Source: an optimization exercise on an open RTL-to-GDS flow (aim: small area, a short achievable clock period and few clock cycles per item). Production flows keep margins and buffers that such runs may drop. Only simulation tests tie the RTL to the original design; equivalence was not proved.

File: design.v
`timescale 1ns/1ps
module cc8_rx (
    input  wire         clk,
    input  wire         rst,         
    input  wire         in_valid,
    input  wire [15:0]  in_edge,     
    input  wire         in_last,     
    output wire         in_ready,
    output reg          out_valid,   
    output wire [127:0] rxb,         
    output wire [7:0]   nbits,       
    output wire         dec_err,     
    output wire [7:0]   zrun_cnt,    
    output wire [4:0]   oct_cnt,     
    output wire [7:0]   crc          
);
    localparam [1:0] S_EDGE = 2'd0,
                     S_PAD  = 2'd1,
                     S_CRC  = 2'd2,
                     S_DONE = 2'd3;
    localparam [7:0] CAP = 8'd128;
    reg [1:0]   state;
    reg         first;       
    reg [15:0]  prev_edge;
    reg         lvl;         
    reg [3:0]   pos;         
    reg [127:0] bits;
    reg [7:0]   nb;
    reg [7:0]   zcnt;
    reg         err;
    reg [3:0]   crc_idx;
    reg [7:0]   crc_r;
    assign in_ready = (state == S_EDGE);
    assign rxb      = bits;
    assign nbits    = nb;
    assign dec_err  = err;
    assign zrun_cnt = zcnt;
    assign crc      = crc_r;
    assign oct_cnt  = (bits[3:0] == 4'd0) ? 5'd2 : ({1'b0, bits[3:0]} + 5'd1);
    wire [15:0] gap    = in_edge - prev_edge;
    wire [16:0] r_full = ({1'b0, gap} + 17'd5) / 17'd10;
    wire        at_start = (pos == 4'd0);
    wire [16:0] r_adj    = at_start ? (r_full - 17'd1) : r_full;
    wire [3:0]  pos_adj  = at_start ? 4'd1 : pos;
    wire [16:0] room_grp = 17'd9 - {13'd0, pos_adj};
    wire [16:0] room_cap = {9'd0, CAP - nb};
    wire [16:0] k_a      = (r_adj < room_grp) ? r_adj : room_grp;
    wire [16:0] k        = (k_a < room_cap) ? k_a : room_cap;
    wire [7:0]  nb_next  = nb + k[7:0];
    wire [3:0]  pos_sum  = pos_adj + k[3:0];
    wire [3:0]  pos_next = (pos_sum == 4'd9) ? 4'd0 : pos_sum;
    reg [127:0] bits_app;
    integer j;
    always @* begin
        bits_app = bits;
        for (j = 0; j < 128; j = j + 1)
            if ((j >= nb) && (j < nb_next))
                bits_app[j] = lvl;
    end
    reg [127:0] bits_pad;
    integer p;
    always @* begin
        bits_pad = bits;
        for (p = 0; p < 128; p = p + 1)
            if (p >= nb)
                bits_pad[p] = lvl;
    end
    function [7:0] crc8_step;
        input [7:0] c_in;
        input [7:0] b;
        integer t;
        reg [7:0] c;
        begin
            c = c_in ^ b;
            for (t = 0; t < 8; t = t + 1)
                c = c[0] ? ((c >> 1) ^ 8'hD9) : (c >> 1);
            crc8_step = c;
        end
    endfunction
    wire [7:0] crc_byte = bits[crc_idx*8 +: 8];
    wire accept   = in_valid && in_ready;
    wire decoding = !err && (nb != CAP);
    always @(posedge clk) begin
        if (rst) begin
            state     <= S_EDGE;
            first     <= 1'b1;
            prev_edge <= 16'd0;
            lvl       <= 1'b1;
            pos       <= 4'd0;
            bits      <= 128'd0;
            nb        <= 8'd0;
            zcnt      <= 8'd0;
            err       <= 1'b0;
            crc_idx   <= 4'd0;
            crc_r     <= 8'hFF;
            out_valid <= 1'b0;
        end else begin
            out_valid <= 1'b0;
            case (state)
                S_EDGE: begin
                    if (accept) begin
                        prev_edge <= in_edge;
                        if (first) begin
                            first <= 1'b0;
                            lvl   <= 1'b1;
                        end else begin
                            lvl <= ~lvl;
                            if (decoding) begin
                                if (r_full == 17'd0) begin
                                    if (zcnt != 8'hFF)
                                        zcnt <= zcnt + 8'd1;
                                end else if (r_adj > 17'd8) begin
                                    err <= 1'b1;
                                end else begin
                                    bits <= bits_app;
                                    nb   <= nb_next;
                                    pos  <= pos_next;
                                end
                            end
                        end
                        if (in_last)
                            state <= S_PAD;
                    end
                end
                S_PAD: begin
                    if (!err)
                        bits <= bits_pad;
                    crc_idx <= 4'd0;
                    crc_r   <= 8'hFF;
                    state   <= S_CRC;
                end
                S_CRC: begin
                    crc_r   <= crc8_step(crc_r, crc_byte);
                    crc_idx <= crc_idx + 4'd1;
                    if ({1'b0, crc_idx} == oct_cnt - 5'd1) begin
                        out_valid <= 1'b1;
                        state     <= S_DONE;
                    end
                end
                S_DONE: begin
                    first <= 1'b1;
                    lvl   <= 1'b1;
                    pos   <= 4'd0;
                    bits  <= 128'd0;
                    nb    <= 8'd0;
                    zcnt  <= 8'd0;
                    err   <= 1'b0;
                    state <= S_EDGE;
                end
            endcase
        end
    end
endmodule
File: run.sh
#!/bin/bash
# synth_recipe.tcl (not shown) runs the flow's synth.tcl, then flattens the netlist and writes it again
# the make line also repeats each setting of config.mk as NAME=value (left out here)
make -C /OpenROAD-flow-scripts/flow DESIGN_CONFIG=/design/flow/config.mk WORK_HOME=/design/flow/orfs CLKGATE_MAP_FILE= SYNTH_SCRIPT=/design/flow/synth_recipe.tcl finish
File: config.mk
export PLATFORM = sky130hd
export DESIGN_NAME = cc8_rx
export DESIGN_NICKNAME = cc8_rx
export VERILOG_FILES = /design/flow/design.v
export SDC_FILE = /design/flow/constraint.sdc
export NUM_CORES = 4
export LEC_CHECK = 0
export CAP_MARGIN = 20
export CORE_MARGIN = 2
export CORE_UTILIZATION = 40
export SLEW_MARGIN = 20
File: constraint.sdc
create_clock -name core_clock -period 20.0 [get_ports {clk}]
set_input_delay 4.0000 -clock core_clock [delete_from_list [all_inputs] [get_ports {clk}]]
set_output_delay 4.0000 -clock core_clock [all_outputs]
set_load 0.01 [all_outputs]
==> notes.md <==
==> logic make-up after synthesis <==
group | synth area share (%)
flip-flops | 22.2
adder cells (fa/ha/maj) | 5.50
AO/OA/AOI/OAI | 26.0
multiplexers | 14.4
buffers and inverters | 5.86
AND/OR/NAND/NOR | 21.2
XOR/XNOR | 4.90
==> cell usage in the layout (no fill, tap or decap), drive strengths merged, types with 14 or more instances in the layout <==
cell type,count
a211oi,44
a21o,16
a21oi,159
a221oi,15
a311oi,16
a31oi,14
and2,21
and3,17
buf,95
clkbuf,18
clkdlybuf4s50,179
dfxtp,182
ha,65
inv,74
mux2i,144
mux4,40
nand2,306
nand2b,21
nand3,48
nand4,25
nor2,178
nor3,40
nor4,18
o211ai,27
o21ai,126
o221ai,35
o311ai,23
or2,17
or3,17
xnor2,63
xor2,29
==> state kept, by name (all words and copies together) (netlist names), 2 cells and up <==
name / cells
zcnt: 8
nb: 8
crc_idx: 4
bits: 128
prev_edge: 16
crc_r: 8
state: 2
pos: 4
==> what timing repair did <==
action	CTS	global route
resized for setup	0	18
setup buffers	0	4
setup endpoints to repair	0	129
==> layout make-up <==
| cell class | instances | area [µm²] | share of cell area, % |
|---|---|---|---|
| Tap cell | 532 | 666 | 3.39 |
| Clock inverter | 14 | 141 | 0.720 |
| Timing Repair Buffer | 274 | 2540 | 12.9 |
| Inverter | 68 | 258 | 1.31 |
| Sequential cell | 182 | 3640 | 18.6 |
| Clock buffer | 18 | 429 | 2.19 |
| Multi-Input combinational cell | 1694 | 12000 | 60.9 |
==> per-stage QoR <==
step	setup WS, ns	instances	area [µm²]	utilization, %
floorplan	1.91	2105	16400	-
global placement	0.404	2746	18900	46.6
detailed placement	0.0909	2746	18900	46.6
CTS	0.528	2778	19500	48.0
global route	0.00721	2782	19600	48.3
finish	1.11	2782	19600	48.3
==> worst max-delay path, delay by kind of cell <==
kind	cells	cell delay, ns
buffers and inverters	7	1.32
AOI/OAI and AO/OA	28	5.82
adders and majority gates	6	1.76
xor gates and xnor gates	3	1.18
muxes	1	0.17
and+or+nand+nor	23	5.03
==> worst paths after layout <==
check,from,end,slack [ns],cells after the start
min reg2reg,prev_edge[13],prev_edge[13],0.46,2
max,in_edge[0],bits[72],1.11,68
min,prev_edge[13],prev_edge[13],0.46,2
max reg2reg,prev_edge[0],bits[72],4.76,66
==> routing by layer <==
| metal | track usage [%] | up-vias |
|---|---|---|
| met5 | 0 | - |
| met4 | 20.6 | 0 |
| met3 | 5.32 | 174 |
| met2 | 53.4 | 678 |
| met1 | 39.2 | 8515 |
| li1 | - | 8029 |
==> notes.md <==
status=no timing/DRC/antenna violations; crit-path max cell delay=0.64 ns; largest net degree at the start of global routing=94; final hold viol count=0; Slew Limit Fails=0; crit path time final=around 19 ns; via count=17,400; # DRC=0; number of buffers created by CTS=17; critical path capture point type=flip-flop; Tightest Pin Transition=1.03 ns; Worst Path Arrival=19.30 ns; met1 wire length=approximately 28,000 µm; fin crit share=a little over nine tenths; Worst path most repeated cell=a21oi_1; Filler Cell Count=between 4,000 and 5,000; Die Width=207 µm; routed vias/inst=6.25; # nets final=2,325; metal3 WL=3850 µm; Post-DP HPWL=51,600 µm; Final ANT Viol Nets=0; f_max=52.9 MHz; CTS Hold Bufs=0; Syn Inst Count=between 2,000 and 2,500; Seq/Total Area, Yosys=22.2%; Initial Util=40.4%; Post-synth ARST share=0%; RSZ-0062 raised after global routing=no; Worst-Skew Late Latency=0.50 ns; kind of critical path=primary input to flip-flop; DIE AREA=42,700 µm²; final WL=69,300 µm; grt total ovfl=0; IO buf count=179; FF+latch count, synth=182; vias in the first global route=approximately 17,000; total core area=~41,000 µm²; WL/cell=24.9 µm; GRT Util Overall=32.3%; Distinct cells, synth=104; initial DRC count=roughly 1,600; Post-synth EDFFs=0; first-pass GRT wire length=104,000 µm; initial antenna violation count=0; clock sink count=182; Syn Nets=2,193; Bufs on Longest Clock Path=2; CTS tree=done; Final Hold Slack=0.457 ns; layout cells sized above 1=11.6%; Yosys top cell area share=22.2%; synth-to-layout area growth=19.5%; post-synth top area cell=dfxtp_1; yosys synthesis warning count=1; TritonRoute pass-1 iters=8; Crit-path slowest cell=xnor2_1; die height=207 µm; setup TNS=0 ns; CP Launch Type=primary input; Placer Congestion=1.01; largest fanout on the critical path=10; Clock Skew=0.0132 ns; max_slew headroom=31.4%; Netlist Area Pre-Place=16,400 µm²; Primary FF master, synth=dfxtp_1; io pins=180; metal2 WL=about 33,000 µm; Hold Path Class=flip-flop to flip-flop; number of diodes=0; Max-Cap Viols=0; Reg clk slew, reported paths=0.08 ns; CTS H-tree depth=4; root buffer cell=clkbuf_16; row count=74; largest cells by area after synthesis=dfxtp_1, mux2i_1, nand2_1, mux4_2, ha_1; Commonest cells post-synth=nand2_1, dfxtp_1, nor2_1; Max Used Layer=met4; # setup viols final=0; top-count cell post-synth=nand2_1; Crit path required time=between 20 and 25 ns; Syn Area/Cell=7.80 µm²
Testbench counts, summed over its fixed seeds: cycles 9,607, frames 192.

separate check: timing with driven ports:
How much do the figures lean on ideal ports? The routed layout below was timed once more, with nothing changed but the port constraints.
Step 1 assumes that a clkbuf_16 drives the clock port and a buf_2 every other input.
Step 2 adds t to the input delays and takes it off the output delays; t is the mean of the earliest and latest rising clock arrival at the registers after step 1. Input paths then give back, and output paths get back, about the clock's delay inside the block.
Three values: ideal ports, drivers, drivers and shift; two values: the first two.
t (ns): 0.554
setup WS [ns]: 1.112 / 1.150 / 0.596
worst setup path after step 2: input to register
slew at the worst register clock pin (ns): 0.08 / 0.08
After both steps setup and hold are still met in this run. For this run, drivers alone change the setup slack by +0.038 ns; drivers and shift together by -0.516 ns.
